Background: an optimization exercise with open tools, aiming at small area, a short achievable clock period and few clock cycles per item. Do not read the settings as production practice.
RTL that was checked went through simulation tests only; none was proved equivalent to the original.

// bsm_xfade
module bsm_xfade (
    input  wire        clk,
    input  wire        rst,
    input  wire        cmd_valid,
    output wire        cmd_ready,
    input  wire [11:0] cmd_len,
    input  wire        in_valid,
    output wire        in_ready,
    input  wire [15:0] in_dst,
    input  wire [15:0] in_src,
    output wire        out_valid,
    input  wire        out_ready,
    output wire [15:0] out_data
);
Size: ~2400 cells after synthesis, about 68 I/O pins.
==> module bsm_xfade, before the edit <==
module bsm_xfade (
    input  wire        clk,
    input  wire        rst,
    input  wire        cmd_valid,
    output wire        cmd_ready,
    input  wire [11:0] cmd_len,
    input  wire        in_valid,
    output wire        in_ready,
    input  wire [15:0] in_dst,
    input  wire [15:0] in_src,
    output wire        out_valid,
    input  wire        out_ready,
    output wire [15:0] out_data
);
    localparam F   = 29;              
    localparam CT  = 14;            
    localparam K   = 3;               
    localparam W   = F + 16 - CT;     
    localparam WL  = F - CT;          
    reg        active;    
    reg [11:0] left;      
    reg        first;     
    reg        rdy_r;     
    reg        full_r;    
    reg        nq;        
    reg        vA, vB;    
    reg [10:0] dv;        
    reg [11:0] pr;        
    reg [F:0]  q;         
    reg [3:0]  dcnt;      
    reg        dfirst;    
    reg [F-1:0] x;        
    reg [11:0]  u;        
    reg         second;   
    wire cmd_fire = cmd_valid && !active;
    wire in_fire  = in_valid && in_ready;
    wire pop      = out_ready && nq;
    wire nq_pop   = nq && !pop;
    wire stallB   = vB && nq_pop;              
    wire stallA   = vA && stallB;              
    wire moveB    = vB && !stallB;
    assign cmd_ready = !active;
    assign in_ready  = rdy_r && (!full_r || out_ready);
    wire [11:0] dr [0:K];
    wire [K-1:0] qb;
    assign dr[0] = pr;
    genvar gj;
    generate
        for (gj = 0; gj < K; gj = gj + 1) begin : g_div
            wire [11:0] tw = {dr[gj][10:0], dfirst && (gj == 0)};
            assign dr[gj+1] = dr[gj][11] ? tw + {1'b0, dv} : tw - {1'b0, dv};
            assign qb[K-1-gj] = !dr[gj+1][11];
        end
    endgenerate
    wire [11:0]  pd;
    wire         pd_co;
    xf_add #(12) u_pd (.a(pr), .b({1'b0, dv} ^ {12{!pr[11]}}), .ci(!pr[11]),
                       .s(pd), .co(pd_co));
    wire [11:0]  rr  = pr[11] ? pd : pr;                     
    wire [11:0]  rmd = pr[11] ? pr : pd;                     
    wire         cu  = !second && !u[11];
    wire [11:0]  un;
    wire         un_co;
    xf_add #(12) u_un (.a(second ? rmd : u), .b(cu ? rmd : rr), .ci(1'b0),
                       .s(un), .co(un_co));
    wire [F:0]   xs;
    wire         xs_co;
    xf_add #(F+1) u_xs (.a({1'b0, x}), .b(q), .ci(cu), .s(xs), .co(xs_co));
    wire [F-1:0] xn  = (xs[F] | xs_co) ? {F{1'b1}} : xs[F-1:0];
    wire [16:0] dl_in;
    wire        dl_co;
    xf_add #(17) u_dl (.a({in_dst[15], in_dst}), .b(~{in_src[15], in_src}), .ci(1'b1),
                       .s(dl_in), .co(dl_co));
    reg [16:0] dlA;
    reg [15:0] sA;
    wire [W-1:0] ra, rb;
    xf_mul u_mul (.dl(dlA), .x(x), .s(sA), .ra(ra), .rb(rb));
    wire [WL-1:0] lp = ra[WL-1:0] ^ rb[WL-1:0];
    wire [WL-1:0] lt = ra[WL-1:0] | rb[WL-1:0];
    wire [WL-1:0] ls;
    wire          lco;
    xf_add #(WL) u_lo (.a(ra[WL-1:0]), .b(rb[WL-1:0]), .ci(1'b0), .s(ls), .co(lco));
    wire [3:0]    l4s;
    wire          c11;    
    xf_add #(WL-11) u_l4 (.a(ra[WL-12:0]), .b(rb[WL-12:0]), .ci(1'b0), .s(l4s), .co(c11));
    wire          zl  = (lp[WL-11] == c11) && (lp[WL-1:WL-10] == lt[WL-2:WL-11]);
    reg  [15:0]   raB, rbB;
    reg           zB, cB;
    wire [15:0]  hi;
    wire         hi_co;
    xf_add #(16) u_y (.a(raB), .b(rbB), .ci(cB), .s(hi), .co(hi_co));
    wire         zi  = zB;
    wire [15:0]  res;
    wire         res_co;
    xf_add #(16) u_res (.a(hi), .b(16'd0), .ci(hi[15] & ~zi), .s(res), .co(res_co));
    reg [15:0] e0;
    assign out_valid = nq;
    assign out_data  = e0;
    wire       nq_nx  = nq_pop || moveB;
    wire       vA_nx  = in_fire || stallA;
    wire       vB_nx  = (vA && !stallB) || stallB;
    always @(posedge clk) begin
        if (moveB)
            e0 <= res;
        if (!stallB) begin
            raB <= ra[W-1:WL];
            rbB <= rb[W-1:WL];
            zB  <= zl;
            cB  <= lco;
        end
        if (!stallA) begin
            dlA <= dl_in;
            sA  <= in_src;
        end
        if (dcnt != 4'd0) begin
            dcnt <= dcnt - 4'd1;
            pr   <= dr[K];
            q    <= {q[F-K:0], qb};
        end
        dfirst <= 1'b0;
        if (cmd_fire) begin
            dv <= cmd_len[10:0] - 11'd1;
            q  <= {(F+1){1'b0}};
            if (cmd_len > 12'd512) begin
                dcnt <= 4'd7; pr <= 12'd256;
            end else if (cmd_len > 12'd64) begin
                dcnt <= 4'd8; pr <= 12'd32;
            end else if (cmd_len > 12'd8) begin
                dcnt <= 4'd9; pr <= 12'd4;
            end else begin
                dcnt <= 4'd10; pr <= 12'd0; dfirst <= 1'b1;
            end
        end
        if (in_fire) begin
            second <= first;
            if (first) begin
                x <= {F{1'b0}};
            end else begin
                x <= xn;
                u <= un;
            end
        end
        if (rst) begin
            active <= 1'b0;
            left   <= 12'd0;
            first  <= 1'b0;
            rdy_r  <= 1'b0;
            nq     <= 1'b0;
            full_r <= 1'b0;
            vA     <= 1'b0;
            vB     <= 1'b0;
            dcnt   <= 4'd0;
        end else begin
            nq <= nq_nx;
            vA <= vA_nx;
            vB <= vB_nx;
            full_r <= nq_nx && vA_nx && vB_nx;
            if (cmd_fire) begin
                active <= (cmd_len != 12'd0);
                left   <= cmd_len;
                first  <= 1'b1;
                rdy_r  <= (cmd_len != 12'd0);
            end else begin
                if (in_fire) begin
                    left   <= left - 12'd1;
                    first  <= 1'b0;
                    active <= (left != 12'd1);
                end
                rdy_r <= active && !(in_fire && left == 12'd1)
                         && ((first && !in_fire) || (dcnt == 4'd0) || (dcnt == 4'd1));
            end
        end
    end
endmodule
clock: 10.0 ns
lec_check: 0
abc_clock_period_in_ps: 5000
cap_margin: 20
core_margin: 2
core_utilization: 40
place_density: 0.6
setup_slack_margin: 5
slew_margin: 20
run.sh (not shown) runs the stock make flow with config.mk's settings and CLKGATE_MAP_FILE= SYNTH_SCRIPT=/design/flow/synth_recipe.tcl, a recipe that flattens the netlist after the stock synthesis.
==> next run, changes <==
--- a/flow/design.v
+++ b/flow/design.v
@@ -18,32 +18,31 @@
     localparam W   = F + 16 - CT;     
     localparam WL  = F - CT;          
     reg        active;    
     reg [11:0] left;      
     reg        first;     
     reg        rdy_r;     
-    reg        full_r;    
-    reg        nq;        
+    reg [1:0]  nq;        
     reg        vA, vB;    
     reg [10:0] dv;        
     reg [11:0] pr;        
     reg [F:0]  q;         
     reg [3:0]  dcnt;      
     reg        dfirst;    
     reg [F-1:0] x;        
     reg [11:0]  u;        
     reg         second;   
     wire cmd_fire = cmd_valid && !active;
-    wire in_fire  = in_valid && in_ready;
-    wire pop      = out_ready && nq;
-    wire nq_pop   = nq && !pop;
-    wire stallB   = vB && nq_pop;              
+    wire in_fire  = in_valid && rdy_r;
+    wire pop      = out_ready && (nq != 2'd0);
+    wire [1:0] nq_pop = nq - {1'b0, pop};
+    wire stallB   = vB && (nq_pop == 2'd2);    
     wire stallA   = vA && stallB;              
     wire moveB    = vB && !stallB;
     assign cmd_ready = !active;
-    assign in_ready  = rdy_r && (!full_r || out_ready);
+    assign in_ready  = rdy_r;
     wire [11:0] dr [0:K];
     wire [K-1:0] qb;
     assign dr[0] = pr;
     genvar gj;
     generate
         for (gj = 0; gj < K; gj = gj + 1) begin : g_div
@@ -90,21 +89,26 @@
     wire         hi_co;
     xf_add #(16) u_y (.a(raB), .b(rbB), .ci(cB), .s(hi), .co(hi_co));
     wire         zi  = zB;
     wire [15:0]  res;
     wire         res_co;
     xf_add #(16) u_res (.a(hi), .b(16'd0), .ci(hi[15] & ~zi), .s(res), .co(res_co));
-    reg [15:0] e0;
-    assign out_valid = nq;
+    reg [15:0] e0, e1;
+    assign out_valid = (nq != 2'd0);
     assign out_data  = e0;
-    wire       nq_nx  = nq_pop || moveB;
+    wire [1:0] nq_nx  = nq_pop + {1'b0, moveB};
     wire       vA_nx  = in_fire || stallA;
     wire       vB_nx  = (vA && !stallB) || stallB;
+    wire [2:0] cnt_nx = {1'b0, nq_nx} + {2'b0, vA_nx} + {2'b0, vB_nx};
     always @(posedge clk) begin
-        if (moveB)
-            e0 <= res;
+        if (pop)
+            e0 <= e1;
+        if (moveB) begin
+            if (nq_pop == 2'd0) e0 <= res;
+            else                e1 <= res;
+        end
         if (!stallB) begin
             raB <= ra[W-1:WL];
             rbB <= rb[W-1:WL];
             zB  <= zl;
             cB  <= lco;
         end
@@ -142,35 +146,34 @@
         end
         if (rst) begin
             active <= 1'b0;
             left   <= 12'd0;
             first  <= 1'b0;
             rdy_r  <= 1'b0;
-            nq     <= 1'b0;
-            full_r <= 1'b0;
+            nq     <= 2'd0;
             vA     <= 1'b0;
             vB     <= 1'b0;
             dcnt   <= 4'd0;
         end else begin
             nq <= nq_nx;
             vA <= vA_nx;
             vB <= vB_nx;
-            full_r <= nq_nx && vA_nx && vB_nx;
             if (cmd_fire) begin
                 active <= (cmd_len != 12'd0);
                 left   <= cmd_len;
                 first  <= 1'b1;
-                rdy_r  <= (cmd_len != 12'd0);
+                rdy_r  <= (cmd_len != 12'd0) && (cnt_nx != 3'd4);
             end else begin
                 if (in_fire) begin
                     left   <= left - 12'd1;
                     first  <= 1'b0;
                     active <= (left != 12'd1);
                 end
                 rdy_r <= active && !(in_fire && left == 12'd1)
-                         && ((first && !in_fire) || (dcnt == 4'd0) || (dcnt == 4'd1));
+                         && ((first && !in_fire) || (dcnt == 4'd0) || (dcnt == 4'd1))
+                         && (cnt_nx != 3'd4);
             end
         end
     end
 endmodule
 module xf_mul (
     input  wire [16:0] dl,
Worst hold slack hardly moves.
Routed wire length falls by 6.3%.
Count of clock-buffer cells in the layout came out higher by 11.
First-iteration DRC count fell by 19%.
Critical path depth increases by 4.
Sequential share of layout area rose by 1.3 points.
Worst setup slack got worse by 0.22 ns.
Fmax went down by 4.3%.
Synthesized area is higher by 2.2%.
Global-route usage goes down by 1.4 points.
No functional check of the RTL was part of any run of this note.

---

bsm_xfade, a different RTL version from the one above (not shown whole).
Size: ~200 flip-flops, about 68 I/O pins.
==> module bsm_xfade, before the edit <==
module bsm_xfade (
    input  wire        clk,
    input  wire        rst,
    input  wire        cmd_valid,
    output wire        cmd_ready,
    input  wire [11:0] cmd_len,
    input  wire        in_valid,
    output wire        in_ready,
    input  wire [15:0] in_dst,
    input  wire [15:0] in_src,
    output wire        out_valid,
    input  wire        out_ready,
    output wire [15:0] out_data
);
    localparam F   = 29;              
    localparam CT  = 14;            
    localparam K   = 2;               
    localparam W   = F + 16 - CT;     
    localparam WL  = F - CT;          
    reg        active;    
    reg        dz;        
    reg        first;     
    reg        rdy_r;     
    reg        full_r;    
    reg        nq;        
    reg        vA, vB;    
    reg [10:0] dv;        
    reg [11:0] pr;        
    reg [F:0]  q;         
    reg [3:0]  dcnt;      
    reg        dfirst;    
    reg        qv;        
    reg [F-1:0] x;        
    reg [11:0]  u;        
    reg         second;   
    wire cmd_fire = cmd_valid && !active;
    wire [10:0] dnew = cmd_len[10:0] - 11'd1;
    wire hit      = qv && (dnew == dv);         
    wire in_fire  = in_valid && in_ready;
    wire pop      = out_ready && nq;
    wire nq_pop   = nq && !pop;
    wire stallB   = vB && nq_pop;              
    wire stallA   = vA && stallB;              
    wire moveB    = vB && !stallB;
    assign cmd_ready = !active;
    assign in_ready  = rdy_r && (!full_r || out_ready);
    wire [11:0] dr [0:K];
    wire [K-1:0] qb;
    assign dr[0] = pr;
    genvar gj;
    generate
        for (gj = 0; gj < K; gj = gj + 1) begin : g_div
            wire [11:0] tw = {dr[gj][10:0], dfirst && (gj == 0)};
            assign dr[gj+1] = dr[gj][11] ? tw + {1'b0, dv} : tw - {1'b0, dv};
            assign qb[K-1-gj] = !dr[gj+1][11];
        end
    endgenerate
    wire [11:0]  pd;
    wire         pd_co;
    xf_add #(12) u_pd (.a(pr), .b({1'b0, dv} ^ {12{!pr[11]}}), .ci(!pr[11]),
                       .s(pd), .co(pd_co));
    wire [11:0]  rr  = pr[11] ? pd : pr;                     
    wire [11:0]  rmd = pr[11] ? pr : pd;                     
    wire         cu  = !second && !u[11];
    wire [11:0]  un;
    wire         un_co;
    xf_add #(12) u_un (.a(second ? rmd : u), .b(cu ? rmd : rr), .ci(1'b0),
                       .s(un), .co(un_co));
    wire [F:0]   xs;
    wire         xs_co;
    xf_add #(F+1) u_xs (.a({1'b0, x}), .b(q), .ci(cu), .s(xs), .co(xs_co));
    wire         ovf = xs[F] | xs_co;      
    wire [F-1:0] xn  = ovf ? {F{1'b1}} : xs[F-1:0];
    wire         last = first ? dz : ovf;
    wire [16:0] dl_in;
    wire        dl_co;
    xf_add #(17) u_dl (.a({in_dst[15], in_dst}), .b(~{in_src[15], in_src}), .ci(1'b1),
                       .s(dl_in), .co(dl_co));
    reg [16:0] dlA;
    reg [15:0] sA;
    wire [W-1:0] ra, rb;
    xf_mul u_mul (.dl(dlA), .x(x), .s(sA), .ra(ra), .rb(rb));
    wire [WL-1:0] lp = ra[WL-1:0] ^ rb[WL-1:0];
    wire [WL-1:0] lt = ra[WL-1:0] | rb[WL-1:0];
    wire [3:0]    lg, lpp;
    wire [3:0]    s0, s1, s2;
    wire [2:0]    s3;
    xf_add #(4) u_g0 (.a(ra[3:0]),   .b(rb[3:0]),   .ci(1'b0), .s(s0), .co(lg[0]));
    xf_add #(4) u_g1 (.a(ra[7:4]),   .b(rb[7:4]),   .ci(1'b0), .s(s1), .co(lg[1]));
    xf_add #(4) u_g2 (.a(ra[11:8]),  .b(rb[11:8]),  .ci(1'b0), .s(s2), .co(lg[2]));
    xf_add #(3) u_g3 (.a(ra[14:12]), .b(rb[14:12]), .ci(1'b0), .s(s3), .co(lg[3]));
    assign lpp = {&lp[14:12], &lp[11:8], &lp[7:4], &lp[3:0]};
    wire          c11 = lg[0];    
    wire          zl  = (lp[WL-11] == c11) && (lp[WL-1:WL-10] == lt[WL-2:WL-11]);
    reg  [15:0]   raB, rbB;
    reg           zB;
    reg  [3:0]    gB;
    reg  [3:1]    pB;
    wire [15:0]  hi;
    wire         hi_co;
    wire         cB  = gB[3] | pB[3] & (gB[2] | pB[2] & (gB[1] | pB[1] & gB[0]));
    xf_add #(16) u_y (.a(raB), .b(rbB), .ci(cB), .s(hi), .co(hi_co));
    wire         zi  = zB;
    wire [15:0]  res;
    wire         res_co;
    xf_add #(16) u_res (.a(hi), .b(16'd0), .ci(hi[15] & ~zi), .s(res), .co(res_co));
    reg [15:0] e0;
    assign out_valid = nq;
    assign out_data  = e0;
    wire       nq_nx  = nq_pop || moveB;
    wire       vA_nx  = in_fire || stallA;
    wire       vB_nx  = (vA && !stallB) || stallB;
    always @(posedge clk) begin
        if (moveB)
            e0 <= res;
        if (!stallB) begin
            raB <= ra[W-1:WL];
            rbB <= rb[W-1:WL];
            zB  <= zl;
            gB  <= lg;
            pB  <= lpp[3:1];
        end
        if (!stallA) begin
            dlA <= dl_in;
            sA  <= in_src;
        end
        if (dcnt != 4'd0) begin
            dcnt <= dcnt - 4'd1;
            pr   <= dr[K];
            q    <= {q[F-K:0], qb};
        end
        dfirst <= 1'b0;
        if (cmd_fire && !hit) begin
            dv <= dnew;
            q  <= {(F+1){1'b0}};
            if (cmd_len > 12'd1024) begin
                dcnt <= 4'd10; pr <= 12'd512;
            end else if (cmd_len > 12'd256) begin
                dcnt <= 4'd11; pr <= 12'd128;
            end else if (cmd_len > 12'd64) begin
                dcnt <= 4'd12; pr <= 12'd32;
            end else if (cmd_len > 12'd16) begin
                dcnt <= 4'd13; pr <= 12'd8;
            end else if (cmd_len > 12'd4) begin
                dcnt <= 4'd14; pr <= 12'd2;
            end else begin
                dcnt <= 4'd15; pr <= 12'd0; dfirst <= 1'b1;
            end
        end
        if (in_fire) begin
            second <= first;
            if (first) begin
                x <= {F{1'b0}};
            end else begin
                x <= xn;
                u <= un;
            end
        end
        if (rst) begin
            active <= 1'b0;
            first  <= 1'b0;
            rdy_r  <= 1'b0;
            nq     <= 1'b0;
            full_r <= 1'b0;
            vA     <= 1'b0;
            vB     <= 1'b0;
            dcnt   <= 4'd0;
            qv     <= 1'b0;
        end else begin
            nq <= nq_nx;
            vA <= vA_nx;
            vB <= vB_nx;
            full_r <= nq_nx && vA_nx && vB_nx;
            if (cmd_fire && !hit)
                qv <= 1'b0;
            else if (dcnt == 4'd1)
                qv <= 1'b1;
            if (cmd_fire) begin
                active <= (cmd_len != 12'd0);
                dz     <= (cmd_len == 12'd1);
                first  <= 1'b1;
                rdy_r  <= (cmd_len != 12'd0);
            end else begin
                if (in_fire) begin
                    first  <= 1'b0;
                    active <= !last;
                end
                rdy_r <= active && !(in_fire && last)
                         && ((first && !in_fire) || (dcnt == 4'd0) || (dcnt == 4'd1));
            end
        end
    end
endmodule
clock: 10.0 ns
lec_check: 0
cap_margin: 5
core_margin: 2
core_utilization: 40
place_density: 0.6
setup_slack_margin: 5
slew_margin: 5
standard.sh (not shown) runs the stock make flow with config.mk's settings and CLKGATE_MAP_FILE= SYNTH_SCRIPT=/design/flow/synth_recipe.tcl, a recipe that flattens the netlist after the stock synthesis.
==> flow/flow/run.sh <==
#!/bin/bash
# The standard layout (the standard.sh: standard synthesis and ORFS
# from floorplan to finish), with the ports buffered by the smallest
# buffer instead of the delay buffer buffer_ports picks by default.
set -euo pipefail
export BUFFER_PORTS_ARGS="-buffer_cell sky130_fd_sc_hd__buf_1"
bash standard.sh > standard.log 2>&1
Testbench counts at the start, summed over its fixed seeds: cycles 40,550, items 38,279.
Then changed:
--- a/flow/design.v
+++ b/flow/design.v
@@ -15,5 +15,5 @@
     localparam F   = 29;              
     localparam CT  = 14;            
-    localparam K   = 2;               
+    localparam K   = 3;               
     localparam W   = F + 16 - CT;     
     localparam WL  = F - CT;          
@@ -30,11 +30,8 @@
     reg [3:0]  dcnt;      
     reg        dfirst;    
-    reg        qv;        
     reg [F-1:0] x;        
     reg [11:0]  u;        
     reg         second;   
     wire cmd_fire = cmd_valid && !active;
-    wire [10:0] dnew = cmd_len[10:0] - 11'd1;
-    wire hit      = qv && (dnew == dv);         
     wire in_fire  = in_valid && in_ready;
     wire pop      = out_ready && nq;
@@ -131,19 +128,15 @@
         end
         dfirst <= 1'b0;
-        if (cmd_fire && !hit) begin
-            dv <= dnew;
+        if (cmd_fire) begin
+            dv <= cmd_len[10:0] - 11'd1;
             q  <= {(F+1){1'b0}};
-            if (cmd_len > 12'd1024) begin
-                dcnt <= 4'd10; pr <= 12'd512;
-            end else if (cmd_len > 12'd256) begin
-                dcnt <= 4'd11; pr <= 12'd128;
+            if (cmd_len > 12'd512) begin
+                dcnt <= 4'd7; pr <= 12'd256;
             end else if (cmd_len > 12'd64) begin
-                dcnt <= 4'd12; pr <= 12'd32;
-            end else if (cmd_len > 12'd16) begin
-                dcnt <= 4'd13; pr <= 12'd8;
-            end else if (cmd_len > 12'd4) begin
-                dcnt <= 4'd14; pr <= 12'd2;
+                dcnt <= 4'd8; pr <= 12'd32;
+            end else if (cmd_len > 12'd8) begin
+                dcnt <= 4'd9; pr <= 12'd4;
             end else begin
-                dcnt <= 4'd15; pr <= 12'd0; dfirst <= 1'b1;
+                dcnt <= 4'd10; pr <= 12'd0; dfirst <= 1'b1;
             end
         end
@@ -166,5 +159,4 @@
             vB     <= 1'b0;
             dcnt   <= 4'd0;
-            qv     <= 1'b0;
         end else begin
             nq <= nq_nx;
@@ -172,8 +164,4 @@
             vB <= vB_nx;
             full_r <= nq_nx && vA_nx && vB_nx;
-            if (cmd_fire && !hit)
-                qv <= 1'b0;
-            else if (dcnt == 4'd1)
-                qv <= 1'b1;
             if (cmd_fire) begin
                 active <= (cmd_len != 12'd0);
What happened:
- non-clock buffer count climbs by 1
- wire length drops by 1.9%
- setup slack loses 350 ps
- hold slack stays flat
- design area climbs by 1.3%
- clock skew drops by 14 ps
- utilization is about the same
- synthesized area climbs by 0.78%
Testbench counts after the change, summed over its fixed seeds: cycles 41,401, items 38,279.

==> port drivers added, routing unchanged <==
No port has a modelled driver above. Below, the same layouts with a new extraction and two added sets of constraints.
Step 1: set_driving_cell puts a clkbuf_16 on clk and a buf_2 on each other input, an assumption about the parent block.
Step 2 times the ports against the registers' clock, not the clock port: input delays grow and output delays shrink by t, the midpoint of the rising clock arrivals with the driver on.
Slacks: ideal ports / drivers / drivers and shift; pairs: ideal ports / drivers.
| run | t (ns) | setup WS [ns] | pins driven straight from the clock port |
|---|---|---|---|
| the first run of note 1 | 0.629 | 4.950 / 4.950 / 4.692 | 1 |
| the second run of note 1 | 0.634 | 4.725 / 4.725 / 4.594 | 1 |
| the first run of note 2 | 0.553 | 5.102 / 5.102 / 4.672 | 1 |
| the second run of note 2 | 0.558 | 4.748 / 4.748 / 4.748 | 1 |
After both steps setup and hold are still met in every run listed. For the first run of note 2, which loses most, drivers alone change the setup slack by 0.000 ns; drivers and shift together by -0.430 ns.
